Source: an optimization exercise on an open RTL-to-GDS flow (aim: small area, a short achievable clock period and few clock cycles). Production flows keep margins and buffers that such runs may drop.
Where RTL was checked, it was by simulation tests only, not by an equivalence proof against the original.
The RTL of runs 1 to 4 was laid out without a check of its function.
Power is estimated from default activity; no workload was simulated.

[design.v]
module cksum_unit #(
    parameter [15:0] INIT = 16'h0000    
) (
    input  wire        clk,
    input  wire        clear,       
    input  wire        step,        
    input  wire [7:0]  byte_in,
    output wire        carry,       
    output wire [7:0]  x_q,         
    output wire [7:0]  y_q,         
    output wire        c_q          
);
    reg [7:0] x, y;
    reg       c;
    function [8:0] add8c(input [7:0] a, input [7:0] b, input ci);
        reg [8:0] g, p, gn, pn;
        integer i, d;
        begin
            g = {a & b, ci};
            p = {a ^ b, 1'b0};
            for (d = 1; d < 9; d = d * 2) begin
                for (i = 0; i < 9; i = i + 1) begin
                    if (i >= d) begin
                        gn[i] = g[i] | (p[i] & g[i-d]);
                        pn[i] = p[i] & p[i-d];
                    end else begin
                        gn[i] = g[i];
                        pn[i] = p[i];
                    end
                end
                g = gn;
                p = pn;
            end
            add8c = {g[8], (a ^ b) ^ g[7:0]};
        end
    endfunction
    wire [8:0] add = add8c(x, byte_in, c);
    always @(posedge clk) begin
        if (clear) begin
            x <= INIT[15:8];
            y <= INIT[7:0];
            c <= 1'b0;
        end else if (step) begin
            x <= y;
            y <= add[7:0];
            c <= add[8];
        end
    end
    assign carry = step ? add[8] : c;
    assign x_q   = x;
    assign y_q   = y;
    assign c_q   = c;
endmodule
module udp_tx_engine (
    input  wire        clk,
    input  wire        rst,
    input  wire        cmd_valid,
    output wire        cmd_ready,
    input  wire        cmd_op,
    input  wire [15:0] cmd_sport,
    input  wire [15:0] cmd_dport,
    input  wire [31:0] cmd_dst_ip,
    input  wire [15:0] cmd_len,
    input  wire        in_valid,
    output wire        in_ready,
    input  wire [7:0]  in_data,
    output wire        out_valid,
    input  wire        out_ready,
    output wire [7:0]  out_data,
    output wire        out_last,
    output wire        res_valid,
    output wire [1:0]  res_code,
    output wire [15:0] res_cksum
);
    localparam [11:0] MAX_PLEN = 12'd4054;    
    reg        cr;                  
    reg        c_ck, c_udp, c_nz;   
    reg        hv;
    reg [31:0] dst;
    reg [15:0] sp, dp;
    reg [11:0] pl;                  
    reg [5:0]  hidx;                
    reg        up;                  
    reg        ck_busy;             
    reg [15:0] kc;                  
    reg        kcnz;                
    reg        kv;                  
    reg        kodd;                
    reg        ck_young_p;          
    reg        ck_young_f;          
    reg        ir;                  
    reg        irm;                 
    reg [7:0]  sd;                  
    reg        sl;
    reg        sv;                  
    reg        ov;
    reg [7:0]  od;
    reg        ol;
    reg        rv;
    reg        rck;                 
    reg        rbig;                
    reg        uo;                  
    reg        uo_big;
    wire fire_ck  = cr & c_ck;
    wire fire_udp = cr & c_udp;
    wire fire_big = cr & ~c_ck & ~c_udp;
    wire in_fire  = in_valid & ir;
    wire pay_fire = in_fire & ~irm;
    wire ck_fire  = in_fire & irm;
    function [15:0] dec16(input [15:0] a);       
        reg [15:0] z, zn;                        
        integer i, d;
        begin
            z = {~a[14:0], 1'b1};
            for (d = 1; d < 16; d = d * 2) begin
                for (i = 0; i < 16; i = i + 1)
                    zn[i] = (i >= d) ? (z[i] & z[i-d]) : z[i];
                z = zn;
            end
            dec16 = a ^ z;
        end
    endfunction
    function [11:0] add12(input [11:0] a, input [11:0] b);
        reg [11:0] g, p, gn, pn;
        integer i, d;
        begin
            g = {a[10:0] & b[10:0], 1'b0};
            p = {a[10:0] ^ b[10:0], 1'b0};
            for (d = 1; d < 12; d = d * 2) begin
                for (i = 0; i < 12; i = i + 1) begin
                    if (i >= d) begin
                        gn[i] = g[i] | (p[i] & g[i-d]);
                        pn[i] = p[i] & p[i-d];
                    end else begin
                        gn[i] = g[i];
                        pn[i] = p[i];
                    end
                end
                g = gn;
                p = pn;
            end
            add12 = a ^ b ^ g;
        end
    endfunction
    function [5:0] inc6(input [5:0] a);
        integer i;
        begin
            for (i = 0; i < 6; i = i + 1)
                inc6[i] = a[i] ^ (&(a | ~((6'd1 << i) - 6'd1)));
        end
    endfunction
    wire od_free  = ~ov | out_ready;
    wire hload    = od_free & (hv | fire_udp) & ~up & ~sv;
    wire hlast    = (hidx == 6'd41);
    wire xfer     = hload & hlast;            
    wire pc_one   = (pl == 12'd1);
    wire [15:0] pl_dec = dec16({4'd0, pl});
    wire kc_one   = (kc == 16'd1);
    wire [7:0]  hs_x, hs_y;
    wire        hc_carry, hc_c;
    reg  [7:0]  hc_byte;
    always @* begin
        case (hidx[3:0])
            4'd1:    hc_byte = {4'd0, pl[11:8]};
            4'd2:    hc_byte = pl[7:0];
            4'd3:    hc_byte = dst[31:24];
            4'd4:    hc_byte = dst[23:16];
            4'd5:    hc_byte = dst[15:8];
            4'd6:    hc_byte = dst[7:0];
            default: hc_byte = 8'd0;
        endcase
    end
    cksum_unit #(.INIT(16'hB53C)) u_hsum (
        .clk     (clk),
        .clear   (fire_udp),
        .step    (hload & (hidx != 6'd0) & (hidx < 6'd10)),
        .byte_in (hc_byte),
        .carry   (hc_carry),
        .x_q     (hs_x),
        .y_q     (hs_y),
        .c_q     (hc_c)
    );
    wire [11:0] tot_len = add12(pl, 12'd28);
    wire [11:0] udp_len = add12(pl, 12'd8);
    reg [7:0] hbyte;
    always @* begin
        case (hidx)
            6'd0:  hbyte = 8'h52;  6'd1:  hbyte = 8'h55;  6'd2:  hbyte = 8'h0a;
            6'd3:  hbyte = 8'h00;  6'd4:  hbyte = 8'h02;  6'd5:  hbyte = 8'h02;
            6'd6:  hbyte = 8'h52;  6'd7:  hbyte = 8'h54;  6'd8:  hbyte = 8'h00;
            6'd9:  hbyte = 8'h12;  6'd10: hbyte = 8'h34;  6'd11: hbyte = 8'h56;
            6'd12: hbyte = 8'h08;  6'd13: hbyte = 8'h00;
            6'd14: hbyte = 8'h45;  6'd15: hbyte = 8'h00;
            6'd16: hbyte = {4'd0, tot_len[11:8]};
            6'd17: hbyte = tot_len[7:0];
            6'd22: hbyte = 8'd100; 6'd23: hbyte = 8'd17;
            6'd24: hbyte = ~hs_y;
            6'd25: hbyte = ~hs_x;
            6'd26: hbyte = 8'h0a;  6'd27: hbyte = 8'h00;
            6'd28: hbyte = 8'h02;  6'd29: hbyte = 8'h0f;
            6'd30: hbyte = dst[31:24]; 6'd31: hbyte = dst[23:16];
            6'd32: hbyte = dst[15:8];  6'd33: hbyte = dst[7:0];
            6'd34: hbyte = sp[15:8];   6'd35: hbyte = sp[7:0];
            6'd36: hbyte = dp[15:8];   6'd37: hbyte = dp[7:0];
            6'd38: hbyte = {4'd0, udp_len[11:8]};
            6'd39: hbyte = udp_len[7:0];
            default: hbyte = 8'h00;
        endcase
    end
    wire        ck_carry, ck_c;
    wire [7:0]  ck_x, ck_y;
    wire        ck_step = kv | (ck_busy & ~kcnz & (ck_c | kodd));
    cksum_unit u_cksum (
        .clk     (clk),
        .clear   (fire_ck),
        .step    (ck_step),
        .byte_in (kv ? sd : 8'd0),
        .carry   (ck_carry),
        .x_q     (ck_x),
        .y_q     (ck_y),
        .c_q     (ck_c)
    );
    wire kodd_n = fire_ck ? 1'b0 : (kodd ^ ck_step);
    reg        hv_n, up_n, ck_busy_n, kcnz_n, kv_n, sv_n, uo_n;
    reg        ckyp_n, ckyf_n;
    reg        ck_res_n, udp_res_n;
    reg        ir_pay_n, ir_ck_n;
    always @* begin
        hv_n = (hv & ~xfer) | fire_udp;
        if (xfer)          up_n = (pl != 12'd0);
        else if (pay_fire) up_n = ~pc_one;
        else               up_n = up;
        if (fire_ck)      kcnz_n = c_nz;
        else if (ck_fire) kcnz_n = ~kc_one;
        else              kcnz_n = kcnz;
        kv_n = ck_fire;
        ck_res_n  = ck_busy & ~(rv & rck) & ~kcnz & ~ck_carry & ~kodd_n;
        ck_busy_n = (ck_busy & ~(rv & rck)) | fire_ck;
        if (fire_ck) begin
            ckyp_n = up_n;
            ckyf_n = hv_n;
        end else if (xfer) begin
            ckyp_n = ck_young_f;
            ckyf_n = 1'b0;
        end else begin
            ckyp_n = ck_young_p;
            ckyf_n = ck_young_f;
        end
        sv_n = od_free ? 1'b0 : (sv | pay_fire);
        udp_res_n = uo & (~ck_busy | (rv & rck));
        uo_n      = (uo & ~udp_res_n) | fire_udp | fire_big;
        ir_pay_n = up_n & ~sv_n & ~kv_n & ~(ck_busy_n & kcnz_n & ~ckyp_n);
        ir_ck_n  = ck_busy_n & kcnz_n & ~sv_n &
                   ~(up_n & ckyp_n) & ~(hv_n & ckyf_n);
    end
    wire len_big = (cmd_len > {4'd0, MAX_PLEN});
    wire cr_n = cmd_valid & ~cr & ~uo_n &
                (cmd_op ? ~ck_busy_n : (len_big | (~hv_n & ~up_n)));
    always @(posedge clk) begin
        if (rst) begin
            cr         <= 1'b0;
            hv         <= 1'b0;
            hidx       <= 6'd0;
            up         <= 1'b0;
            ck_busy    <= 1'b0;
            kcnz       <= 1'b0;
            kv         <= 1'b0;
            kodd       <= 1'b0;
            ck_young_p <= 1'b0;
            ck_young_f <= 1'b0;
            ir         <= 1'b0;
            irm        <= 1'b0;
            sv         <= 1'b0;
            ov         <= 1'b0;
            rv         <= 1'b0;
            rck        <= 1'b0;
            rbig       <= 1'b0;
            uo         <= 1'b0;
        end else begin
            cr         <= cr_n;
            hv         <= hv_n;
            up         <= up_n;
            ck_busy    <= ck_busy_n;
            kcnz       <= kcnz_n;
            kv         <= kv_n;
            kodd       <= kodd_n;
            ck_young_p <= ckyp_n;
            ck_young_f <= ckyf_n;
            ir         <= ir_pay_n | ir_ck_n;
            irm        <= ir_ck_n;
            sv         <= sv_n;
            uo         <= uo_n;
            if (od_free) ov <= sv | pay_fire | hload;
            if (hload)   hidx <= hlast ? 6'd0 : inc6(hidx);
            rv         <= ck_res_n | udp_res_n;
            rck        <= ck_res_n;
            rbig       <= udp_res_n & uo_big;
        end
    end
    always @(posedge clk) begin
        c_ck  <= cmd_op;
        c_udp <= ~cmd_op & ~len_big;
        c_nz  <= (cmd_len != 16'd0);
        if (fire_udp) begin
            dst <= cmd_dst_ip;
            sp  <= cmd_sport;
            dp  <= cmd_dport;
        end
        if (fire_udp)      pl <= cmd_len[11:0];
        else if (pay_fire) pl <= pl_dec[11:0];
        if (fire_udp | fire_big) uo_big <= fire_big;
        if (fire_ck)      kc <= cmd_len;
        else if (ck_fire) kc <= dec16(kc);
        if (ir) begin
            sd <= in_data;
            sl <= pc_one;
        end
        if (od_free) begin
            if (sv) begin
                od <= sd;
                ol <= sl;
            end else if (ir & ~irm) begin
                od <= in_data;
                ol <= pc_one;
            end else begin
                od <= hbyte;
                ol <= hlast & (pl == 12'd0);
            end
        end
    end
    assign cmd_ready = cr;
    assign in_ready  = ir;
    assign out_valid = ov;
    assign out_data  = od;
    assign out_last  = ol;
    assign res_valid = rv;
    assign res_code  = {rbig, 1'b0};
    assign res_cksum = ~{ck_x, ck_y};
endmodule
[run.sh]
#!/bin/bash
# synth_recipe.tcl (not shown) runs the flow's synth.tcl, then flattens the netlist and writes it again
# the make line also repeats each setting of config.mk as NAME=value (left out here)
make -C /OpenROAD-flow-scripts/flow DESIGN_CONFIG=/design/flow/config.mk WORK_HOME=/design/flow/orfs CLKGATE_MAP_FILE= SYNTH_SCRIPT=/design/flow/synth_recipe.tcl finish
[config.mk]
export PLATFORM = sky130hd
export DESIGN_NAME = udp_tx_engine
export DESIGN_NICKNAME = udp_tx_engine
export VERILOG_FILES = /design/flow/design.v
export SDC_FILE = /design/flow/constraint.sdc
export NUM_CORES = 4
export LEC_CHECK = 0
export CAP_MARGIN = 20
export CORE_MARGIN = 2
export CORE_UTILIZATION = 40
export PLACE_DENSITY = 0.6
export SETUP_SLACK_MARGIN = 3.5
export SLEW_MARGIN = 20
[constraint.sdc]
create_clock -name core_clock -period 6.0 [get_ports {clk}]
set_input_delay 1.2000 -clock core_clock [delete_from_list [all_inputs] [get_ports {clk}]]
set_output_delay 1.2000 -clock core_clock [all_outputs]
set_load 0.01 [all_outputs]
==> results by group, run 1 <==
Run status
  • Status: timing/DRC/antenna clean

Detailed routing
  • Drt first pass iters: 6
  • DRT antenna net count: 0
  • WL met2: 13.1 mm
  • Drt wl/cell: 20.2 um
  • Via count: 8108
  • Top layer in use: met4
  • Final WL: approximately 29 mm
  • # DRC: 0
  • Number of vias per cell: 5.70
  • 1st-iter DRT viols: 640
  • Met1 wire length: 12.5 mm
  • Met3 routed WL: 1.82 mm

Floorplanning
  • Total core area: 22800 sq um
  • Total Die Area: 24500 sq um
  • Die height: 157 um
  • Rows: 55
  • Initial Utilization: 40.9%
  • Chip width: around 160 um
  • I/O Pins: roughly 130

Worst setup path
  • Reg2reg end: u_hsum.y[4]$_SDFFE_PP1P_
  • Reg2reg start: hidx[1]$_SDFFE_PP0N_
  • CP max FO: 14
  • Crit path kind: flop to flop
  • CP endpoint: u_hsum.y[4]$_SDFFE_PP1P_
  • Reg2reg setup slack: 3.18 ns
  • Crit path arrival time: 3.18 ns
  • Nature of the critical path endpoint: flop
  • R2R depth: 13
  • CP required: around 6.4 ns
  • CP Launch Type: flop
  • CP Launch Point: hidx[1]$_SDFFE_PP0N_

STA
  • RSZ-0062 raised after global routing: true
  • Setup TNS: 0 ns
  • Final Cycle Share: 47.0%
  • Post-layout minimum cycle time: 2.82 ns
  • Slew at the pin closest to its max-slew limit: between 0.9 and 1 ns
  • Setup Skew: 0.0126 ns
  • Final Max Tran Viols: 0
  • Final setup violation count: 0
  • Fmax achieved: 0.355 GHz
  • Endpoints failing hold: 0
  • Rel. slew slack: 38.4%

Clock network
  • CTS max path bufs: 2
  • Clock Latency Late Sink: around 0.43 ns
  • Root Buffer: clkbuf_16
  • CTS sink count: 171
  • Clock transition at path regs: 0.07 ns
  • H-tree Lvls: 4
  • CTS tree: yes
  • Clock buffer count from CTS: 17

Yosys
  • Post-synth top area share: 35.8%
  • Distinct cells, synth: 81
  • Ys flop type: edfxtp_1
  • Async S/R FF share, synth: 0%
  • Area of the mapped netlist: 9320 sq um
  • #FFs+latches synth: 171
  • Mapped Cells: approximately 970
  • Syn nets: 1099
  • Post-synth EDFFs: 111
  • Sequential fraction of the synthesis area: 48.7%
  • Area leader, netlist: edfxtp_1
  • Ranking of synthesized cells by area: edfxtp_1, dfxtp_1, nand2_1, ha_1, a21oi_1
  • Ys Warns: 3
  • Avg Synthesized Cell Area: about 9.6 sq um

Layout
  • Final nets: 1223
  • Antenna diodes: 0
  • Layout fillers: 2113
  • Multi-input logic area: between 4000 and 5000 sq um
  • Finished Cell Area: ~12000 sq um
  • Layout area overhead: 28.8%
  • Layout cells sized above 1: 14.1%
  • Sequential standard cell area: about 4600 sq um

Global route
  • Vias in the first global route: roughly 7600
  • Aggregate global-route resource usage: around a quarter
  • Total gr overflow: 0
  • Largest net degree at the start of global routing: 79
  • Initial antenna violation count: 1
  • Global-route wire length before repair: between 40 and 50 mm

Power
  • Power Density: 225 nW/um^2
  • Peak supply drop: around 180 uV
  • P_leak: approximately 4.3 nW

Placement
  • RD Place Congestion: 0.945
  • HPWL after DPL: a little over 20 mm
  • Placed cell area: 10700 sq um
  • Buffers on Ports: 123

Flow run
  • Maxcap violations: 0

Hold path
  • Worst hold path type: flop to flop
-- cell usage in the layout (no fill, tap or decap), types with 10 or more instances in the layout --
master / instances
a21oi_1: 45
a22oi_1: 23
a31oi_1: 14
and2_1: 17
and3_1: 11
buf_4: 35
clkbuf_16: 17
clkdlybuf4s50_1: 90
dfxtp_1: 52
dlygate4sd2_1: 30
edfxtp_1: 111
ha_1: 24
inv_1: 36
nand2_1: 122
nand3_1: 29
nand4_1: 10
nor2_1: 65
nor2b_1: 11
nor3_1: 27
o211ai_1: 12
o21ai_0: 40
o21ai_1: 13
xnor2_1: 22
xor2_1: 17
-- synth_stat cells, drive strengths merged, types with 9 or more instances --
| cell type | instances |
|---|---|
| nand2b | 10 |
| and3 | 12 |
| xor2 | 17 |
| nand4 | 10 |
| o211ai | 13 |
| nor2b | 16 |
| nor3b | 9 |
| o22ai | 9 |
| nor4 | 9 |
| a21oi | 51 |
| and2 | 22 |
| xnor2 | 22 |
| ha | 30 |
| o21ai | 55 |
| nand3 | 33 |
| a22oi | 25 |
| nand2 | 124 |
| dfxtp | 60 |
| nor3 | 32 |
| edfxtp | 111 |
| inv | 42 |
| buf | 27 |
| clkbuf | 33 |
| a31oi | 14 |
| nor2 | 69 |
-- final cells by class --
class	count	area share, %
Multi-Input combinational cell	702	39.5
Sequential cell	171	38.0
Timing Repair Buffer	163	12.9
Clock buffer	20	3.64
Tap cell	313	3.26
Inverter	42	1.39
Clock inverter	12	1.35
-- sequential cells by signal, indices dropped and copies added, names as in the netlist, 6 cells and up --
signal	cells
hidx	6
sd	8
sp	16
u_cksum.x	8
u_hsum.y	8
u_cksum.y	8
kc	16
pl	12
dst	32
u_hsum.x	8
od	8
dp	16
-- kinds of logic after synthesis --
family | after synthesis | synth area share, %
and+or+nand+nor | 370 | 19.7
AOI/OAI and AO/OA | 252 | 18.2
DFF | 171 | 48.7
buffers and inverters | 102 | 4.63
xor gates and xnor gates | 39 | 3.67
adders and majority gates | 32 | 4.46
muxes | 6 | 0.658
other | 1 | 0.0402
-- worst max-delay path: stages, from the launching register on --
cell	delay, ns
dfxtp_4	0.37
buf_4	0.15
ha_4	0.22
and3b_2	0.30
a221oi_2	0.28
o21ai_1	0.12
ha_2	0.37
nand3_1	0.08
o211ai_1	0.26
buf_4	0.16
buf_4	0.11
nor2_4	0.03
xor2_1	0.15
o211ai_1	0.15
-- metrics by stage --
stage / setup slack, ns / total power [mW] / hold slack [ns] / cells / utilization, %
floorplan: 3.23 / 1.44 / 0.432 / 973 / -
global placement: 2.53 / 1.58 / 0.451 / 1355 / 47.1
detailed placement: 2.50 / 1.58 / 0.449 / 1355 / 47.1
CTS: 3.18 / 2.72 / 0.460 / 1408 / 51.4
global route: 3.05 / 2.79 / 0.478 / 1423 / 52.7
finish: 3.18 / 2.70 / 0.462 / 1423 / 52.7
-- where the power goes --
group | internal, mW | total, mW | switching [mW]
registers | 1.29 | 1.32 | 0.0337
logic | 0.118 | 0.224 | 0.106
clock network | 0.661 | 1.15 | 0.491
total | 2.07 | 2.70 | 0.630
-- routing by layer --
layer | up-vias | GRT usage (%)
li1 | 3834 | -
met1 | 3859 | 30.8
met2 | 344 | 37.7
met3 | 71 | 4.51
met4 | 0 | 11.1
met5 | - | 0
-- repair_timing --
| item | in CTS | in global routing |
|---|---|---|
| gates cloned | 1 | 2 |
| hold buffers | 0 | 0 |
| pin swaps | 24 | 13 |
| setup endpoints to repair | 89 | 47 |
| gates resized for setup | 91 | 35 |
| setup buffers | 20 | 13 |
-- worst min path at each step --
stage | start | end | slack, ns | depth (start not counted)
finish | uo$_SDFF_PP0_ | rbig$_SDFF_PP0_ | 0.46 | 2
CTS | uo$_SDFF_PP0_ | rbig$_SDFF_PP0_ | 0.46 | 2
global route | uo$_SDFF_PP0_ | rbig$_SDFF_PP0_ | 0.48 | 2
detailed placement | uo$_SDFF_PP0_ | rbig$_SDFF_PP0_ | 0.45 | 2
floorplan | uo$_SDFF_PP0_ | rbig$_SDFF_PP0_ | 0.43 | 2
global placement | uo$_SDFF_PP0_ | rbig$_SDFF_PP0_ | 0.45 | 2
==> inputs of run 2 (changes only) <==
--- a/config.mk
+++ b/config.mk
@@ -5,6 +5,7 @@
 export SDC_FILE = /design/flow/constraint.sdc
 export NUM_CORES = 4
 export LEC_CHECK = 0
+export ABC_CLOCK_PERIOD_IN_PS = 2500
 export CAP_MARGIN = 20
 export CORE_MARGIN = 2
 export CORE_UTILIZATION = 40
==> run 2 against run 1 <==
  * Still clean
  * Clock skew did not move
  * Clock power barely moved
  * Critical path depth did not move
  * Register-to-register slack barely moved
  * Power did not move
  * Die area did not move
  * Count of clock-buffer cells in the layout did not move
  * Critical path type unchanged
==> results by group, run 2 <==
STA
  • Min Hold Slack: 0.462 ns
  • Final setup violation count: 0
  • Endpoints failing hold: 0
  • Final setup margin: 3.18 ns
  • Setup Skew: 0.0126 ns
  • Post-layout minimum cycle time: 2.82 ns
  • RSZ-0062 raised after global routing: true
  • Rel. slew slack: 38.4%
  • Final Max Tran Viols: 0
  • Slew at the pin closest to its max-slew limit: a little over 0.9 ns
  • Fmax achieved: 0.355 GHz
  • Setup TNS: 0 ns
  • Final Cycle Share: between 40 and 50%

Worst setup path
  • CP max stage delay: 0.37 ns
  • CP required: about 6.4 ns
  • Cell mode on critical path: buf_4
  • CP max FO: 14
  • Crit path kind: flop to flop
  • Nature of the critical path endpoint: flop
  • Crit path arrival time: 3.18 ns
  • CP Launch Type: flop
  • Crit path cell chain: buf_4, ha_4, and3b_2, a221oi_2, o21ai_1, ha_2, nand3_1, o211ai_1, buf_4, buf_4, nor2_4, xor2_1, o211ai_1
  • Worst path slowest cell: dfxtp_4

Clock network
  • Clock Latency Late Sink: 0.43 ns
  • Clock transition at path regs: 0.07 ns
  • CTS tree: yes
  • CTS sink count: 171
  • Post-CTS Hold Buffers: 0
  • H-tree Lvls: 4
  • Root Buffer: clkbuf_16
  • CTS max path bufs: 2
  • Clock buffer count from CTS: 17

Detailed routing
  • DRT antenna net count: 0
  • Drt wl/cell: 20.2 um
  • Drt first pass iters: 6
  • Via count: just over 8000
  • Final WL: 28.7 mm
  • 1st-iter DRT viols: 640
  • Number of vias per cell: 5.70
  • # DRC: 0

Power
  • Peak supply drop: 182 uV
  • P_leak: roughly 4.3 nW
  • Power Density: 225 nW/um^2
  • Design Power: 2.70 mW

Floorplanning
  • Die height: 157 um
  • I/O Pins: 125
  • Initial Utilization: 40.9%
  • Total core area: roughly 23000 sq um
  • Chip width: 157 um
  • Rows: 55
  • Total Die Area: 24500 sq um

Yosys
  • Async S/R FF share, synth: 0%
  • Ys flop type: edfxtp_1
  • Avg Synthesized Cell Area: between 9 and 10 sq um
  • Area leader, netlist: edfxtp_1
  • Synth cell count leaders: nand2_1, edfxtp_1, nor2_1, dfxtp_1, a21oi_1
  • #FFs+latches synth: between 150 and 200
  • Distinct cells, synth: 81
  • Post-synth top area share: 35.8%
  • Sequential fraction of the synthesis area: 48.7%
  • Syn nets: 1099
  • Area of the mapped netlist: roughly 9300 sq um
  • Ys Warns: 3
  • Mapped Cells: 973
  • Post-synth EDFFs: ~110
  • Most used standard cell by instance count after synthesis: nand2_1
  • Ranking of synthesized cells by area: edfxtp_1, dfxtp_1, nand2_1, ha_1, a21oi_1

Global route
  • Total gr overflow: 0
  • Vias in the first global route: between 7000 and 8000
  • Initial antenna violation count: 1
  • Largest net degree at the start of global routing: 79
  • Aggregate global-route resource usage: 23.5%
  • Global-route wire length before repair: 43.8 mm

Layout
  • Non-filler instance count after layout: around 1400
  • Layout fillers: 2113
  • Finished Cell Area: 12000 sq um
  • Final nets: 1223
  • Layout area overhead: 28.8%
  • Fin util: 52.7%
  • Max FFs per register: 32
  • Most frequent cells in the layout: nand2_1, edfxtp_1, clkdlybuf4s50_1
  • Biggest register: dst
  • Commonest non-fill, non-tap cell in the layout: nand2_1
  • Layout cells sized above 1: 14.1%
  • Antenna diodes: 0

Placement
  • RD Place Congestion: about 0.94
  • Buffers on Ports: 123
  • Placed cell area: between 10000 and 15000 sq um
  • Pre-CTS WS: 2.50 ns
  • HPWL after DPL: approximately 21 mm
  • Placed cells: 1355

Hold path
  • Worst hold path type: flop to flop

Flow run
  • Maxcap violations: 0

Run status
  • Status: timing/DRC/antenna clean
run 2: final timing paths:
kind	to	start	slack [ns]	depth (start not counted)
max	u_hsum.y[4]$_SDFFE_PP1P_	hidx[1]$_SDFFE_PP0N_	3.18	13
min	rbig$_SDFF_PP0_	uo$_SDFF_PP0_	0.46	2
max reg2reg	u_hsum.y[4]$_SDFFE_PP1P_	hidx[1]$_SDFFE_PP0N_	3.18	13
min reg2reg	rbig$_SDFF_PP0_	uo$_SDFF_PP0_	0.46	2
run 2: where the power goes:
part / internal (mW) / leakage, nW / switching [mW] / total, mW
Sequential: 1.29 / 1.51 / 0.0337 / 1.32
Combinational: 0.118 / 2.47 / 0.106 / 0.224
Clock: 0.661 / 0.282 / 0.491 / 1.15
run 2: kinds of logic after synthesis:
group                      Yosys count  synth area share, %
AOI/OAI and AO/OA                  252                 18.2
buffers and inverters              102                 4.63
muxes                                6                0.658
DFF                                171                 48.7
and+or+nand+nor                    370                 19.7
other                                1               0.0402
adders and majority gates           32                 4.46
xor gates and xnor gates            39                 3.67
run 2: final cells by class:
class | instances | area (sq um) | share of cell area (%)
multi-input combinational | 702 | 4740 | 39.5
sequential | 171 | 4550 | 38.0
timing repair buffer | 163 | 1550 | 12.9
clock buffer | 20 | 437 | 3.64
tap | 313 | 392 | 3.26
inverter | 42 | 166 | 1.39
clock inverter | 12 | 161 | 1.35
run 2: per-layer routing:
metal | vias up | global-route usage [%] | routed length [um]
met5 | - | 0 | 0
met4 | 0 | 11.1 | 1310
met3 | 71 | 4.51 | 1820
met2 | 344 | 37.7 | 13100
met1 | 3859 | 30.8 | 12500
li1 | 3834 | - | -
run 2: worst max-delay path: cells and delay by family (launching register included):
kind	cells	cell delay, ns
AO/OA/AOI/OAI	4	0.81
adder cells (fa/ha/maj)	2	0.59
buffers and inverters	3	0.42
AND/OR/NAND/NOR	3	0.41
flip-flops	1	0.37
XOR/XNOR	1	0.15
run 2: timing repair:
| action | in CTS | in global routing |
|---|---|---|
| endpoints found under the setup margin | 89 | 47 |
| cloned | 1 | 2 |
| pin swaps | 24 | 13 |
| gates resized for setup | 91 | 35 |
| buffers inserted | 20 | 13 |
==> inputs of run 3 (changes only) <==
--- a/design.v
+++ b/design.v
@@ -158,7 +158,7 @@
     wire kc_one   = (kc == 16'd1);
     wire [7:0]  hs_x, hs_y;
     wire        hc_carry, hc_c;
-    reg  [7:0]  hc_byte;
+    reg  [7:0]  hc_byte, hb;
     always @* begin
         case (hidx[3:0])
             4'd1:    hc_byte = {4'd0, pl[11:8]};
@@ -173,8 +173,8 @@
     cksum_unit #(.INIT(16'hB53C)) u_hsum (
         .clk     (clk),
         .clear   (fire_udp),
-        .step    (hload & (hidx != 6'd0) & (hidx < 6'd10)),
-        .byte_in (hc_byte),
+        .step    (hload & (hidx >= 6'd2) & (hidx <= 6'd10)),
+        .byte_in (hb),
         .carry   (hc_carry),
         .x_q     (hs_x),
         .y_q     (hs_y),
@@ -311,6 +311,7 @@
         if (fire_udp | fire_big) uo_big <= fire_big;
         if (fire_ck)      kc <= cmd_len;
         else if (ck_fire) kc <= dec16(kc);
+        if (hload) hb <= hc_byte;
         if (ir) begin
             sd <= in_data;
             sl <= pc_one;
--- a/config.mk
+++ b/config.mk
@@ -5,10 +5,9 @@
 export SDC_FILE = /design/flow/constraint.sdc
 export NUM_CORES = 4
 export LEC_CHECK = 0
-export ABC_CLOCK_PERIOD_IN_PS = 2500
 export CAP_MARGIN = 20
 export CORE_MARGIN = 2
 export CORE_UTILIZATION = 40
 export PLACE_DENSITY = 0.6
-export SETUP_SLACK_MARGIN = 3.5
+export SETUP_SLACK_MARGIN = 4.0
 export SLEW_MARGIN = 20
==> run 3 against run 2 <==
  * Core utilization increased by 5.8 points
  * Non-clock buffer count increased by 107
  * Routed wire length increased by 12%
  * Area after synthesis increased by 2.6%
  * Via count increased by 10%
  * Fmax increased by 19%
  * Sequential power increased by 3%
  * Setup slack improved by 0.45 ns
  * Critical endpoint is now od[6]$_DFFE_PN_
==> results by group, run 3 <==
Clock network
  • Clock buffer count from CTS: 17
  • Post-CTS Hold Buffers: 0
  • Clock Latency Late Sink: 0.45 ns
  • CTS tree: yes
  • Clock transition at path regs: 0.07 ns
  • CTS sink count: between 150 and 200
  • CTS max path bufs: 2
  • H-tree Lvls: 4
  • Root Buffer: clkbuf_16

Detailed routing
  • 1st-iter DRT viols: 1036
  • # DRC: 0
  • Drt wl/cell: 20.8 um
  • Via count: 8952
  • Drt first pass iters: 8
  • DRT antenna net count: 0
  • Final WL: 32.1 mm
  • Number of vias per cell: 5.82

Layout
  • Layout area overhead: 43.6%
  • Final nets: 1333
  • Fin util: 58.5%
  • Max FFs per register: 32
  • Biggest register: dst
  • Most frequent cells in the layout: edfxtp_1, buf_4, nand2_1
  • Commonest non-fill, non-tap cell in the layout: edfxtp_1
  • Layout cells sized above 1: 32.9%
  • Antenna diodes: 0
  • Finished Cell Area: 13700 sq um

Global route
  • GR Util met2: 39.2%
  • Met1 Usage GRT: 33.3%
  • GR peak layer: met2
  • Met3 GRT Util: 5.74%
  • Largest net degree at the start of global routing: 55
  • Total gr overflow: 0
  • Global-route wire length before repair: approximately 48 mm
  • Initial antenna violation count: 0
  • Vias in the first global route: ~8500
  • Aggregate global-route resource usage: 25.0%

Yosys
  • Area of the mapped netlist: 9560 sq um
  • Async S/R FF share, synth: 0%
  • Synth cell count leaders: edfxtp_1, nand2_1, nor2_1, dfxtp_1, a21oi_1
  • Distinct cells, synth: 80
  • #FFs+latches synth: between 150 and 200
  • Ranking of synthesized cells by area: edfxtp_1, dfxtp_1, nand2_1, ha_1, a21oi_1
  • Area leader, netlist: edfxtp_1
  • Ys Warns: 3
  • Post-synth EDFFs: 119
  • Sequential fraction of the synthesis area: between 40% and 50%
  • Avg Synthesized Cell Area: about 10 sq um
  • Most used standard cell by instance count after synthesis: edfxtp_1
  • Syn nets: 1103
  • Post-synth top area share: between 30% and 40%
  • Mapped Cells: slightly below 1000
  • Ys flop type: edfxtp_1

STA
  • Final Max Tran Viols: 0
  • Rel. slew slack: 41.9%
  • RSZ-0062 raised after global routing: true
  • Fmax achieved: 0.421 GHz
  • Final setup margin: 3.63 ns
  • Post-layout minimum cycle time: 2.37 ns
  • Setup Skew: 0.0116 ns
  • Setup TNS: 0 ns
  • Endpoints failing hold: 0
  • Final Cycle Share: approximately two fifths
  • Final setup violation count: 0
  • Slew at the pin closest to its max-slew limit: 0.869 ns

Hold path
  • Hold_sp: u_cksum.y[6]$_SDFFE_PP0N_
  • WHS Endpoint: u_cksum.x[6]$_SDFFE_PP0N_
  • Worst hold path type: flop to flop
  • WHS Path Cells: 2

Run status
  • Status: timing/DRC/antenna clean

Floorplanning
  • I/O Pins: between 100 and 150
  • Total core area: roughly 23000 sq um
  • Initial Utilization: 40.7%
  • Chip width: 159 um
  • Rows: 56
  • Die height: 159 um
  • Total Die Area: about 25000 sq um

Placement
  • Placed cell area: 11100 sq um
  • HPWL after DPL: 20.5 mm
  • RD Place Congestion: about 0.9
  • Pre-CTS WS: ~2.3 ns
  • Buffers on Ports: ~120

Worst setup path
  • CP max FO: 5
  • Crit path arrival time: roughly 2.6 ns
  • Reg2reg setup slack: 3.63 ns
  • Reg2reg start: hidx[0]$_SDFFE_PP0P_
  • Nature of the critical path endpoint: flop
  • CP required: 6.19 ns
  • Crit path kind: flop to flop
  • R2R depth: 10
  • CP Launch Type: flop
  • Reg2reg end: od[6]$_DFFE_PN_

Flow run
  • Maxcap violations: 0

Power
  • Power Density: 196 nW/um^2
  • P_leak: just over 5 nW
  • Design Power: 2.69 mW
  • Peak supply drop: between 150 and 200 uV
==> run 3: cell types whose count changed after synthesis, sizes merged, moves of 6 or more <==
cell    before  now
nand2      124  109
clkbuf      33   45
nor3        32   20
buf         27   16
nand3       33   43
inv         42   51
edfxtp     111  119
a31oi       14    7
mux2i        5   12
a21oi       51   57
a32oi        5   11
==> run 3: kinds of logic after synthesis <==
family | synth area share (%)
multiplexers | 1.37
XOR/XNOR | 3.48
other | 0.0392
adder cells (fa/ha/maj) | 4.34
flip-flops | 49.9
AO/OA/AOI/OAI | 17.5
buffers and inverters | 4.75
AND/OR/NAND/NOR | 18.6
==> run 3: per-stage QoR <==
| step | cells | hold slack (ns) |
|---|---|---|
| 6_report | 1539 | 0.473 |
| 3_3_place_gp | 1363 | 0.450 |
| 5_1_grt | 1539 | 0.510 |
| 2_1_floorplan | 977 | 0.436 |
| 3_5_place_dp | 1363 | 0.458 |
| 4_1_cts | 1498 | 0.475 |
==> run 3: power breakdown <==
group	internal, mW	leakage (nW)	switching (mW)	total (mW)
clock	0.575	0.291	0.542	1.12
sequential	1.34	1.58	0.0215	1.36
combinational	0.113	3.28	0.0973	0.210
total	2.02	5.15	0.661	2.69
==> run 3: worst max-delay path by stage <==
stage | cells past startpoint | startpoint | endpoint | slack, ns
2_1_floorplan | 7 | out_ready | ir$_SDFF_PP0_ | 3.58
3_3_place_gp | 7 | cr$_SDFF_PP0_ | u_hsum.y[7]$_SDFFE_PP0P_ | 2.38
3_5_place_dp | 7 | cr$_SDFF_PP0_ | u_hsum.y[7]$_SDFFE_PP0P_ | 2.30
4_1_cts | 8 | hidx[0]$_SDFFE_PP0P_ | od[6]$_DFFE_PN_ | 3.67
5_1_grt | 10 | hidx[0]$_SDFFE_PP0P_ | od[7]$_DFFE_PN_ | 3.57
6_report | 10 | hidx[0]$_SDFFE_PP0P_ | od[6]$_DFFE_PN_ | 3.63
==> run 3: layout make-up <==
cell class / instances / area [sq um]
inverters: 51 / 230
fillers: 1972 / 9740
clock buffers: 19 / 453
well taps: 319 / 399
clock inverters: 13 / 139
flip-flops and latches: 179 / 4830
repair inverters: 1 / 11.3
repair buffers: 270 / 2490
multi-input cells: 687 / 5170
==> run 3: what timing repair did <==
action / CTS / global route
endpoints found under the setup margin: 197 / 77
gates cloned: 4 / 2
gates resized for setup: 341 / 88
pin swaps: 51 / 32
buffers inserted: 99 / 39
==> run 3: per-layer routing <==
metal | up-vias | part of all wire [%]
li1 | 4089 | -
met1 | 4246 | 42
met2 | 508 | 46
met3 | 109 | 8.3
met4 | 0 | 3.9
met5 | - | 0
==> run 3: critical path, stage by stage (launching register included) <==
cell	delay, ns
dfxtp_4	0.41
inv_4	0.07
ha_4	0.19
buf_12	0.13
and2_1	0.17
a32oi_2	0.16
nor2_2	0.08
buf_4	0.15
a2111oi_2	0.40
and4b_1	0.32
a221oi_2	0.05
==> inputs of run 4 (changes only) <==
--- a/config.mk
+++ b/config.mk
@@ -9,5 +9,5 @@
 export CORE_MARGIN = 2
 export CORE_UTILIZATION = 40
 export PLACE_DENSITY = 0.6
-export SETUP_SLACK_MARGIN = 4.0
+export SETUP_SLACK_MARGIN = 4.5
 export SLEW_MARGIN = 20
==> run 4 against run 3 <==
  * Register-to-register slack better by 0.05 ns
  * Largest cell class unchanged
  * Fmax increased by 2.2%
  * Still clean on timing, DRC and antenna
  * Via count rose by 1.3%
  * Routed wire length is 4.0% higher
  * Highest routed layer unchanged
  * Critical path type unchanged
  * Area after synthesis is the same
  * Final area rose by 7.3%
  * Core utilization rose by 4.3 points
==> results by group, run 4 <==
Clock network
  • CTS max path bufs: 2
  • Clock buffer count from CTS: 17
  • CTS sink count: 179
  • Root Buffer: clkbuf_16
  • Clock transition at path regs: 0.07 ns
  • CTS tree: yes
  • H-tree Lvls: 4
  • Clock Latency Late Sink: roughly 0.45 ns

Layout
  • Final nets: 1363
  • Commonest non-fill, non-tap cell in the layout: buf_4
  • Layout area overhead: 54.1%
  • Layout cells sized above 1: 41.8%
  • Antenna diodes: 0
  • Biggest register: dst
  • Fin util: 62.8%
  • Max FFs per register: 32
  • Most frequent cells in the layout: buf_4, edfxtp_1, nand2_1
  • Non-filler instance count after layout: 1569

Floorplanning
  • Die height: 159 um
  • I/O Pins: 125
  • Initial Utilization: 40.7%
  • Total Die Area: about 25000 sq um
  • Total core area: 23500 sq um
  • Rows: 56
  • Chip width: 159 um

Power
  • Combinational group share of total power: 8.8%
  • Peak supply drop: 142 uV
  • Int Pwr: 2.06 mW
  • Switching Share: 25.2%
  • Reg power frac: 49.1%
  • P_leak: around 5.6 nW
  • Power Density: 187 nW/um^2
  • Clock share of power: 42.1%
  • Net Switching: 697 uW

Worst setup path
  • Largest delay contributor family on the critical path: compound AO/OA/AOI/OAI gates
  • Nature of the critical path endpoint: flop
  • Critical path buffer and inverter count: 2
  • CP max stage delay: between 0.3 and 0.4 ns
  • Crit path cell chain: buf_12, and4bb_4, buf_4, nand2_1, o22ai_1, a22oi_2, nand4b_1, a221o_1
  • Worst path slowest cell: a221o_1
  • Crit path arrival time: 2.52 ns
  • CP max FO: 11
  • Reg2reg end: od[3]$_DFFE_PN_
  • CP Launch Type: flop
  • Crit path kind: flop to flop
  • R2R depth: 8
  • Reg2reg start: hidx[2]$_SDFFE_PP0P_
  • Reg2reg setup slack: ~3.7 ns
  • CP required: 6.20 ns

Global route
  • Total gr overflow: 0
  • Global-route wire length before repair: 50.0 mm
  • Initial antenna violation count: 0
  • Aggregate global-route resource usage: 26.5%
  • Vias in the first global route: 8761
  • Largest net degree at the start of global routing: 45

STA
  • RSZ-0062 raised after global routing: true
  • Post-layout minimum cycle time: 2.32 ns
  • Setup TNS: 0 ns
  • Endpoints failing hold: 0
  • Final setup violation count: 0
  • Slew at the pin closest to its max-slew limit: between 0.5 and 0.6 ns
  • Fmax achieved: 0.431 GHz
  • Final setup margin: roughly 3.7 ns
  • Final Cycle Share: between 30 and 40%
  • Setup Skew: roughly 0.013 ns
  • Final Max Tran Viols: 0
  • Rel. slew slack: 64.8%

Detailed routing
  • Drt first pass iters: 5
  • Via count: roughly 9100
  • DRT antenna net count: 0
  • Final WL: 33.4 mm
  • Number of vias per cell: 5.78
  • 1st-iter DRT viols: 848
  • # DRC: 0
  • Drt wl/cell: 21.3 um

Yosys
  • Syn nets: 1103
  • Area leader, netlist: edfxtp_1
  • Synth cell count leaders: edfxtp_1, nand2_1, nor2_1, dfxtp_1, a21oi_1
  • Area of the mapped netlist: 9560 sq um
  • Ys flop type: edfxtp_1
  • Sequential fraction of the synthesis area: between 40% and 50%
  • Post-synth EDFFs: 119
  • Avg Synthesized Cell Area: 9.79 sq um
  • Most used standard cell by instance count after synthesis: edfxtp_1
  • Ys Warns: 3
  • Ranking of synthesized cells by area: edfxtp_1, dfxtp_1, nand2_1, ha_1, a21oi_1
  • Distinct cells, synth: 80
  • #FFs+latches synth: around 180
  • Async S/R FF share, synth: 0%
  • Mapped Cells: 977
  • Post-synth top area share: a little under two fifths

Placement
  • Pre-CTS WS: 2.42 ns
  • HPWL after DPL: 20.5 mm
  • RD Place Congestion: 0.888
  • Buffers on Ports: 123
  • Placed cells: 1363

Hold path
  • Worst hold path type: flop to flop
  • Hold_sp: u_cksum.y[2]$_SDFFE_PP0N_
  • WHS Path Cells: 2
  • WHS Endpoint: u_cksum.x[2]$_SDFFE_PP0N_

Flow run
  • Maxcap violations: 0

Run status
  • Status: timing/DRC/antenna clean
-- run 4: cell types whose count changed in the layout (fill, tap and decap cells not counted), moves of 10 or more --
cell	before	now
buf_6	40	62
nand2_1	100	84
o21ai_1	8	25
ha_1	22	11
ha_4	7	18
o21ai_0	41	19
nor2_4	1	11
nor2_1	64	52
nand2_4	0	11
-- run 4: cell families after synthesis --
| kind of cell | synth area share, % |
|---|---|
| AND/OR/NAND/NOR | 18.6 |
| AO/OA/AOI/OAI | 17.5 |
| flip-flops | 49.9 |
| buffers and inverters | 4.75 |
| XOR/XNOR | 3.48 |
| adder cells (fa/ha/maj) | 4.34 |
| multiplexers | 1.37 |
| other | 0.0392 |
-- run 4: area by class of cell --
type                            instances  area, sq um
Clock inverter                         15          180
Timing Repair Buffer                  299         2800
Fill cell                            1913         8730
Multi-Input combinational cell        689         5880
Clock buffer                           17          425
Inverter                               51          224
Tap cell                              319          399
Sequential cell                       179         4840
-- run 4: routing by layer --
layer  wire, um  track usage (%)  vias up
met5          0                0        -
met3       2430             5.28      117
met2      15400             43.0      441
met4       1410             10.6        0
met1      14100             34.8     4352
li1           -                -     4160
-- run 4: what timing repair did --
item,in CTS,in global routing
gates resized for setup,393,102
pin swaps,90,71
hold buffers,0,0
cloned,7,0
setup endpoints to repair,246,169
endpoints found under the hold margin,0,0
buffers inserted,131,36
-- run 4: worst max-delay path by stage --
stage                               from                  endpoint  slack, ns  depth (start not counted)
global placement               out_ready  u_hsum.y[7]$_SDFFE_PP0P_       2.47                          8
finish              hidx[2]$_SDFFE_PP0P_           od[3]$_DFFE_PN_       3.68                          8
floorplan                      out_ready             ir$_SDFF_PP0_       3.58                          7
CTS                 hidx[1]$_SDFFE_PP0P_           od[6]$_DFFE_PN_       3.76                          8
detailed placement             out_ready  u_hsum.y[7]$_SDFFE_PP0P_       2.42                          8
global route        hidx[2]$_SDFFE_PP0P_           od[3]$_DFFE_PN_       3.69                          8
-- run 4: through the flow --
step                      hold WS (ns)  power (mW)  instance area (sq um)
after floorplan                  0.442        1.47                  10300
after global placement           0.446        1.58                  11500
after detailed placement         0.452        1.58                  11500
after CTS                        0.468        2.75                  14100
after global routing             0.490        2.84                  14700
final                            0.462        2.76                  14700
-- run 4: power groups by stage --
stage,Clock (mW),Combinational (mW),Sequential [mW]
after floorplan,0,0.0809,1.39
after CTS,1.17,0.227,1.36
after global placement,0,0.187,1.39
after global routing,1.22,0.259,1.36
final,1.16,0.243,1.36
after detailed placement,0,0.188,1.39
-- run 4: worst register-to-register path: stages (launching register included) --
cell,delay (ns)
dfxtp_4,0.35
buf_12,0.14
and4bb_4,0.23
buf_4,0.16
nand2_1,0.21
o22ai_1,0.15
a22oi_2,0.23
nand4b_1,0.23
a221o_1,0.36
==> inputs of run 5 (changes only) <==
--- a/design.v
+++ b/design.v
@@ -159,6 +159,7 @@
     wire [7:0]  hs_x, hs_y;
     wire        hc_carry, hc_c;
     reg  [7:0]  hc_byte, hb;
+    reg         hl_q;               
     always @* begin
         case (hidx[3:0])
             4'd1:    hc_byte = {4'd0, pl[11:8]};
@@ -173,7 +174,7 @@
     cksum_unit #(.INIT(16'hB53C)) u_hsum (
         .clk     (clk),
         .clear   (fire_udp),
-        .step    (hload & (hidx >= 6'd2) & (hidx <= 6'd10)),
+        .step    (hl_q & (hidx >= 6'd2) & (hidx <= 6'd10)),
         .byte_in (hb),
         .carry   (hc_carry),
         .x_q     (hs_x),
@@ -261,6 +262,7 @@
             cr         <= 1'b0;
             hv         <= 1'b0;
             hidx       <= 6'd0;
+            hl_q       <= 1'b0;
             up         <= 1'b0;
             ck_busy    <= 1'b0;
             kcnz       <= 1'b0;
@@ -292,6 +294,7 @@
             uo         <= uo_n;
             if (od_free) ov <= sv | pay_fire | hload;
             if (hload)   hidx <= hlast ? 6'd0 : inc6(hidx);
+            hl_q       <= hload;
             rv         <= ck_res_n | udp_res_n;
             rck        <= ck_res_n;
             rbig       <= udp_res_n & uo_big;
@@ -311,7 +314,7 @@
         if (fire_udp | fire_big) uo_big <= fire_big;
         if (fire_ck)      kc <= cmd_len;
         else if (ck_fire) kc <= dec16(kc);
-        if (hload) hb <= hc_byte;
+        hb <= hc_byte;
         if (ir) begin
             sd <= in_data;
             sl <= pc_one;
--- a/config.mk
+++ b/config.mk
@@ -9,5 +9,5 @@
 export CORE_MARGIN = 2
 export CORE_UTILIZATION = 40
 export PLACE_DENSITY = 0.6
-export SETUP_SLACK_MARGIN = 4.5
+export SETUP_SLACK_MARGIN = 4.0
 export SLEW_MARGIN = 20
==> run 5 against run 4 <==
  * Core utilization down 5.2 points
  * Critical path type unchanged
  * Synthesized cell count up 0.61%
  * Critical path depth unchanged
  * First-iteration DRC count up 1.3%
  * Die area down 1.6%
  * Non-clock buffer count down 63
  * Global-route usage down 2.1 points
==> results by group, run 5 <==
Yosys
  • Ranking of synthesized cells by area: edfxtp_1, dfxtp_1, nand2_1, ha_1, nor2_1
  • Area leader, netlist: edfxtp_1
  • Most used standard cell by instance count after synthesis: nand2_1
  • Synth cell count leaders: nand2_1, edfxtp_1, nor2_1, dfxtp_1, a21oi_1
  • Area of the mapped netlist: about 9400 sq um
  • Post-synth EDFFs: 111
  • Ys flop type: edfxtp_1
  • Async S/R FF share, synth: 0%
  • Sequential fraction of the synthesis area: about 50%
  • Syn nets: 1109
  • Avg Synthesized Cell Area: 9.57 sq um
  • Distinct cells, synth: between 70 and 80
  • Ys Warns: 3
  • #FFs+latches synth: between 150 and 200
  • Post-synth top area share: 35.4%
  • Mapped Cells: around 980

Clock network
  • CTS max path bufs: 2
  • CTS sink count: 180
  • Root Buffer: clkbuf_16
  • Clock Latency Late Sink: 0.44 ns
  • Clock buffer count from CTS: 17
  • CTS tree: yes
  • Clock transition at path regs: 0.08 ns
  • Post-CTS Hold Buffers: 0
  • H-tree Lvls: 4

Detailed routing
  • DRT antenna net count: 0
  • 1st-iter DRT viols: 859
  • Drt wl/cell: about 21 um
  • Number of vias per cell: 5.75
  • Drt first pass iters: 6
  • Final WL: 31.3 mm
  • Via count: around 8700
  • # DRC: 0

Floorplanning
  • Total core area: 23300 sq um
  • Rows: 56
  • Chip width: 157 um
  • Total Die Area: 24700 sq um
  • Initial Utilization: 40.4%
  • Die height: 157 um
  • I/O Pins: about 130

Worst setup path
  • CP max FO: 5
  • Reg2reg setup slack: 3.69 ns
  • CP Launch Point: pl[2]$_DFFE_PP_
  • CP endpoint: od[0]$_DFFE_PN_
  • Nature of the critical path endpoint: flop
  • Crit path arrival time: 2.51 ns
  • R2R depth: 8
  • CP Launch Type: flop
  • Crit path kind: flop to flop
  • CP required: 6.20 ns
  • Reg2reg end: od[0]$_DFFE_PN_
  • Reg2reg start: pl[2]$_DFFE_PP_

STA
  • Setup TNS: 0 ns
  • Slew at the pin closest to its max-slew limit: a little under 0.7 ns
  • Rel. slew slack: 54.3%
  • Final setup violation count: 0
  • Endpoints failing hold: 0
  • RSZ-0062 raised after global routing: true
  • Final Cycle Share: 38.5%
  • Setup Skew: between 0.015 and 0.02 ns
  • Final Max Tran Viols: 0
  • Fmax achieved: 0.433 GHz
  • Post-layout minimum cycle time: 2.31 ns

Flow run
  • Maxcap violations: 0

Layout
  • Layout fillers: 2008
  • Layout area overhead: 42.5%
  • Biggest register: dst
  • Finished Cell Area: 13400 sq um
  • Max FFs per register: 32
  • Sequential standard cell area: 4770 sq um
  • Fin util: between 50 and 60%
  • Layout cells sized above 1: 30.7%
  • Commonest non-fill, non-tap cell in the layout: nand2_1
  • Non-filler instance count after layout: around 1500
  • Multi-input logic area: 5270 sq um
  • Most frequent cells in the layout: nand2_1, edfxtp_1, buf_4
  • Antenna diodes: 0
  • Final nets: 1306

Placement
  • RD Place Congestion: 1.01
  • Buffers on Ports: 123
  • Placed cell area: roughly 11000 sq um
  • Placed cells: 1376
  • HPWL after DPL: 19.6 mm

Global route
  • Initial antenna violation count: 0
  • Total gr overflow: 0
  • Global-route wire length before repair: 46.0 mm
  • Largest net degree at the start of global routing: 58
  • Vias in the first global route: around 8000
  • Aggregate global-route resource usage: 24.5%

Power
  • P_leak: roughly 4.9 nW
  • Power Density: 197 nW/um^2
  • Peak supply drop: 215 uV

Hold path
  • Worst hold path type: flop to flop

Run status
  • Status: timing/DRC/antenna clean
## run 5: cell count changes after synthesis, sizes merged, moves of 7 or more
cell | before | now
nand2 | 109 | 124
nor2 | 72 | 87
inv | 51 | 40
nor3 | 20 | 30
dfxtp | 60 | 69
mux2i | 12 | 3
o211ai | 17 | 8
o21ai | 50 | 59
a31oi | 7 | 15
and2 | 22 | 14
edfxtp | 119 | 111
o22ai | 5 | 13
clkbuf | 45 | 38
## run 5: power breakdown
part           total, mW  switching, mW  leakage [nW]  internal (mW)
Combinational      0.183         0.0818          3.08          0.102
Sequential          1.36         0.0265          1.59           1.33
Clock               1.10          0.544         0.276          0.551
## run 5: what timing repair did
action | CTS | global route
buffers inserted | 74 | 26
pin swaps | 67 | 52
endpoints found under the setup margin | 201 | 75
resized for setup | 316 | 115
endpoints found under the hold margin | 0 | 0
cloned | 3 | 1
## run 5: metrics by stage
stage | power, mW | setup slack [ns] | hold WS, ns
floorplan | 1.45 | 3.57 | 0.436
global placement | 1.55 | 2.89 | 0.444
detailed placement | 1.55 | 2.76 | 0.466
CTS | 2.64 | 3.76 | 0.465
global route | 2.72 | 3.65 | 0.493
finish | 2.64 | 3.69 | 0.465
## run 5: how the worst min path moves through the flow
| stage | from | endpoint | cells after the start |
|---|---|---|---|
| floorplan | u_cksum.y[1]$_SDFFE_PP0N_ | u_cksum.x[1]$_SDFFE_PP0N_ | 2 |
| global placement | u_cksum.y[7]$_SDFFE_PP0N_ | u_cksum.x[7]$_SDFFE_PP0N_ | 2 |
| detailed placement | u_cksum.y[0]$_SDFFE_PP0N_ | u_cksum.x[0]$_SDFFE_PP0N_ | 2 |
| CTS | u_cksum.y[0]$_SDFFE_PP0N_ | u_cksum.x[0]$_SDFFE_PP0N_ | 2 |
| global route | u_cksum.y[0]$_SDFFE_PP0N_ | u_cksum.x[0]$_SDFFE_PP0N_ | 2 |
| finish | u_cksum.y[0]$_SDFFE_PP0N_ | u_cksum.x[0]$_SDFFE_PP0N_ | 2 |
## run 5: cells by family after synthesis
logic type | synth area share, %
adder cells (fa/ha/maj) | 4.42
other | 0.0399
multiplexers | 0.798
AND/OR/NAND/NOR | 19.3
XOR/XNOR | 3.54
AO/OA/AOI/OAI | 17.4
flip-flops | 50.1
buffers and inverters | 4.40
## run 5: cell type report
cell class              instances  area share, %
clock inverters                15           1.05
inverters                      40           1.37
clock buffers                  17           3.17
well taps                     319           2.98
flip-flops and latches        180           35.6
multi-input cells             705           39.3
repair buffers                236           16.5
## run 5: critical path: stages, from the launching register on
cell	delay [ns]
edfxtp_1	0.46
inv_2	0.09
ha_4	0.18
nor2b_4	0.14
o21ai_0	0.20
o22ai_1	0.16
a2111oi_4	0.34
nand3_1	0.19
a221o_1	0.33
## run 5: metal layers
layer | part of all wire, % | track usage (%) | vias up
met4 | 3.7 | 11.0 | 0
met2 | 47 | 39.3 | 461
met1 | 42 | 32.1 | 4144
li1 | - | - | 3998
met3 | 7.3 | 4.63 | 89
met5 | 0 | 0 | -
Testbench counts of run 5, summed over its fixed seeds: cycles 187,059.
==> inputs of run 6 (changes only) <==
==> flow/run.sh (new file) <==
#!/bin/bash
# Layout flow: the standard ORFS flow, with plain buffers (rather than
# the delay cell buffer_ports picks by default) as the port buffers.
set -euo pipefail
bash standard.sh BUFFER_PORTS_ARGS="-buffer_cell sky130_fd_sc_hd__buf_2" finish > orfs_make.log 2>&1
==> standard.sh (new file) <==
#!/bin/bash
# synth_recipe.tcl (not shown) runs the flow's synth.tcl, then flattens the netlist and writes it again
# the make line also repeats each setting of config.mk as NAME=value (left out here)
make -C /OpenROAD-flow-scripts/flow DESIGN_CONFIG=/design/flow/config.mk WORK_HOME=/design/flow/orfs CLKGATE_MAP_FILE= SYNTH_SCRIPT=/design/flow/synth_recipe.tcl "${@:-finish}"
removed: run.sh
==> run 6 against run 5 <==
  * Non-clock buffer count fell by 19
  * Core utilization shrank 3.9 points
  * Fmax is 1.5% higher
  * Flip-flop and latch count unchanged
  * Synthesized cell count is the same
  * Register-to-register slack gained 0.03 ns
  * Largest cell class unchanged
  * Largest power group unchanged
==> results by group, run 6 <==
Yosys
  • Distinct cells, synth: 75
  • Avg Synthesized Cell Area: ~9.6 sq um
  • Ys Warns: 3
  • Async S/R FF share, synth: 0%
  • Syn nets: between 1000 and 1500
  • Post-synth EDFFs: 111
  • Mux contribution to synthesized area: 0.798%
  • Largest family of logic cells by synthesized area: simple AND/OR/NAND/NOR gates
  • Ys flop type: edfxtp_1
  • Synth cell count leaders: nand2_1, edfxtp_1, nor2_1, dfxtp_1, a21oi_1
  • Adder-Cell Fraction of Synth Area: roughly 4.4%
  • Area of the mapped netlist: 9400 sq um
  • Area leader, netlist: edfxtp_1
  • Synth Area in XOR/XNOR: under 10%
  • Most used standard cell by instance count after synthesis: nand2_1
  • Compound-Gate Fraction of Synth Area: 17.4%
  • Post-synth top area share: 35.4%
  • Ranking of synthesized cells by area: edfxtp_1, dfxtp_1, nand2_1, ha_1, nor2_1
  • Sequential fraction of the synthesis area: 50.1%
  • Mapped Cells: 983
  • Simple-Gate Fraction of Synth Area: 19.3%
  • #FFs+latches synth: 180

Clock network
  • Clock Latency Late Sink: 0.45 ns
  • H-tree Lvls: 4
  • Clock transition at path regs: 0.09 ns
  • CTS max path bufs: 2
  • CTS sink count: 180
  • CTS tree: yes
  • Root Buffer: clkbuf_16
  • Clock buffer count from CTS: 17

Global route
  • Total gr overflow: 0
  • Aggregate global-route resource usage: around 24%
  • Global-route wire length before repair: 46.1 mm
  • Largest net degree at the start of global routing: 92
  • Vias in the first global route: 8127
  • Initial antenna violation count: 0

STA
  • Setup Skew: 0.0157 ns
  • Post-layout minimum cycle time: 2.28 ns
  • RSZ-0062 raised after global routing: true
  • Slew at the pin closest to its max-slew limit: 0.660 ns
  • Fmax achieved: 0.439 GHz
  • Final setup violation count: 0
  • Rel. slew slack: 56.0%
  • Setup TNS: 0 ns
  • Final Max Tran Viols: 0
  • Endpoints failing hold: 0
  • Final Cycle Share: between 30% and 40%

Worst setup path
  • Reg2reg setup slack: roughly 3.7 ns
  • CP Launch Type: flop
  • CP required: 6.19 ns
  • Nature of the critical path endpoint: flop
  • Crit path kind: flop to flop
  • Reg2reg start: hidx[0]$_SDFFE_PP0P_
  • Crit path arrival time: between 2 and 2.5 ns
  • Reg2reg end: od[0]$_DFFE_PN_
  • R2R depth: 9
  • CP max FO: 6

Floorplanning
  • Total Die Area: 24700 sq um
  • Total core area: roughly 23000 sq um
  • Initial Utilization: 40.4%
  • Chip width: 157 um
  • I/O Pins: 125
  • Rows: 56
  • Die height: 157 um

Power
  • Int Pwr: 1.96 mW
  • Clock share of power: between 40% and 50%
  • Power Density: 211 nW/um^2
  • Net Switching: 670 uW
  • Peak supply drop: 204 uV
  • Reg power frac: 51.7%
  • P_leak: 4.69 nW
  • Combinational group share of total power: 5.6%
  • Switching Share: 25.4%

Detailed routing
  • Via count: 8539
  • DRT antenna net count: 0
  • # DRC: 0
  • Number of vias per cell: 5.72
  • Drt first pass iters: 12
  • 1st-iter DRT viols: between 1000 and 1500
  • Drt wl/cell: between 20 and 25 um
  • Final WL: 30.4 mm

Layout
  • Antenna diodes: 0
  • Fin util: 53.7%
  • Layout area overhead: 32.9%
  • Final nets: about 1300
  • Most frequent cells in the layout: nand2_1, edfxtp_1, buf_2
  • Max FFs per register: 32
  • Biggest register: dst
  • Layout cells sized above 1: 35.8%
  • Commonest non-fill, non-tap cell in the layout: nand2_1

Hold path
  • WHS Path Cells: 2
  • Worst hold path type: flop to flop
  • WHS Endpoint: u_cksum.x[0]$_SDFFE_PP0N_
  • Hold_sp: u_cksum.y[0]$_SDFFE_PP0N_

Run status
  • Status: timing/DRC/antenna clean

Placement
  • HPWL after DPL: 20.6 mm
  • Buffers on Ports: between 100 and 150
  • RD Place Congestion: 1.02

Flow run
  • Maxcap violations: 0
-- run 6: cell counts after synthesis --
Identical to the previous run, type by type.
-- run 6: repair_timing --
action / 4_1_cts / 5_1_grt
setup buffers: 64 / 22
pin swaps: 45 / 41
cloned: 2 / 0
hold buffers: 0 / 0
endpoints found under the setup margin: 177 / 82
gates resized for setup: 147 / 84
-- run 6: cell families (layout without fill, tap and decap cells) --
| logic type | Yosys count | after routing |
|---|---|---|
| simple gates | 378 | 378 |
| compound gates | 249 | 249 |
| flops | 180 | 180 |
| buf+inv | 98 | 289 |
| xor+xnor | 38 | 38 |
| fa+ha+maj | 32 | 32 |
| mux | 7 | 7 |
| other cells | 1 | 1 |
-- run 6: how the worst max path moves through the flow --
stage                         startpoint              end  cells past startpoint  slack (ns)
floorplan                      out_ready    ir$_SDFF_PP0_                      6        3.57
global placement    hidx[3]$_SDFFE_PP0P_  od[0]$_DFFE_PN_                      6        3.24
detailed placement  hidx[0]$_SDFFE_PP0P_    ir$_SDFF_PP0_                      6        3.17
CTS                 hidx[0]$_SDFFE_PP0P_  od[0]$_DFFE_PN_                      9        3.72
global route        hidx[0]$_SDFFE_PP0P_  od[0]$_DFFE_PN_                      8        3.67
finish              hidx[0]$_SDFFE_PP0P_  od[0]$_DFFE_PN_                      9        3.72
-- run 6: stage by stage --
step           power, mW  instances  hold slack (ns)  instance area (sq um)  setup slack (ns)
2_1_floorplan       1.45        983            0.436                   9530              3.57
3_3_place_gp        1.51       1373            0.441                  10300              3.24
3_5_place_dp        1.51       1373            0.453                  10300              3.17
4_1_cts             2.64       1471            0.468                  11900              3.72
5_1_grt             2.71       1493            0.499                  12500              3.67
6_report            2.63       1493            0.475                  12500              3.72
-- run 6: final cells by class --
| class | instances | area (sq um) |
|---|---|---|
| Multi-Input combinational cell | 705 | 5050 |
| Sequential cell | 180 | 4780 |
| Clock buffer | 17 | 425 |
| Clock inverter | 15 | 158 |
| Fill cell | 2127 | 10800 |
| Inverter | 40 | 154 |
| Tap cell | 319 | 399 |
| Timing Repair Buffer | 217 | 1530 |
-- run 6: critical path, cell delays in order (launching register included) --
cell and delay, ns:
dfxtp_4 0.39, inv_4 0.05, ha_4 0.16, buf_12 0.13, nand3b_1 0.16, nor2_4 0.06, a221o_1 0.35, a2111oi_2 0.29
nand3_1 0.12, a221o_1 0.29
-- run 6: routing by layer --
layer  global-route usage (%)  share of wire (%)  vias up
met5                        0                  0        -
met4                     11.1                4.1        0
met3                     4.21                6.0       82
met2                     38.8                 46      384
met1                     32.7                 44     4105
li1                         -                  -     3968
-- run 6: power by group through the flow --
stage	Combinational, mW	Clock (mW)	Sequential [mW]
finish	0.147	1.13	1.36
global route	0.164	1.19	1.36
CTS	0.137	1.14	1.36
detailed placement	0.124	0	1.39
global placement	0.122	0	1.39
floorplan	0.0668	0	1.38

==> what the ideal ports hide <==
The flow's constraints put no driver on any port. The routed layouts listed below were extracted and timed again, unchanged, in two steps. Step 1 sets driving cells, clkbuf_16 on the clock port and buf_2 on the other inputs (assumed; they add their load-dependent delay and slew). Step 2, shift: input delay + t, output delay - t, t = (earliest + latest rising clock arrival at the registers) / 2. This alone moves slack from input paths to output paths. a / b / c = ideal / step 1 / step 2; a / b = the first two.
| run | shift t [ns] | setup WS [ns] | worst hold slack (ns) | clock arrival spread, ns | pins driven straight from the clock port |
|---|---|---|---|---|---|
| run 1 | 0.478 | 3.180 / 3.180 / 3.086 | 0.462 / 0.462 / 0.462 | 0.015 / 0.015 | 1 |
| run 2 | 0.478 | 3.180 / 3.180 / 3.086 | 0.462 / 0.462 / 0.462 | 0.015 / 0.015 | 1 |
| run 3 | 0.491 | 3.627 / 3.627 / 3.168 | 0.473 / 0.473 / 0.473 | 0.014 / 0.013 | 1 |
| run 4 | 0.489 | 3.678 / 3.678 / 3.278 | 0.462 / 0.462 / 0.462 | 0.012 / 0.012 | 1 |
| run 5 | 0.482 | 3.692 / 3.692 / 3.410 | 0.465 / 0.465 / 0.465 | 0.019 / 0.019 | 1 |
| run 6 | 0.488 | 3.725 / 3.699 / 3.479 | 0.475 / 0.475 / 0.475 | 0.016 / 0.015 | 1 |
After both steps setup and hold are still met in every run listed. For run 3, which loses most, drivers alone change the setup slack by 0.000 ns; drivers and shift together by -0.459 ns.
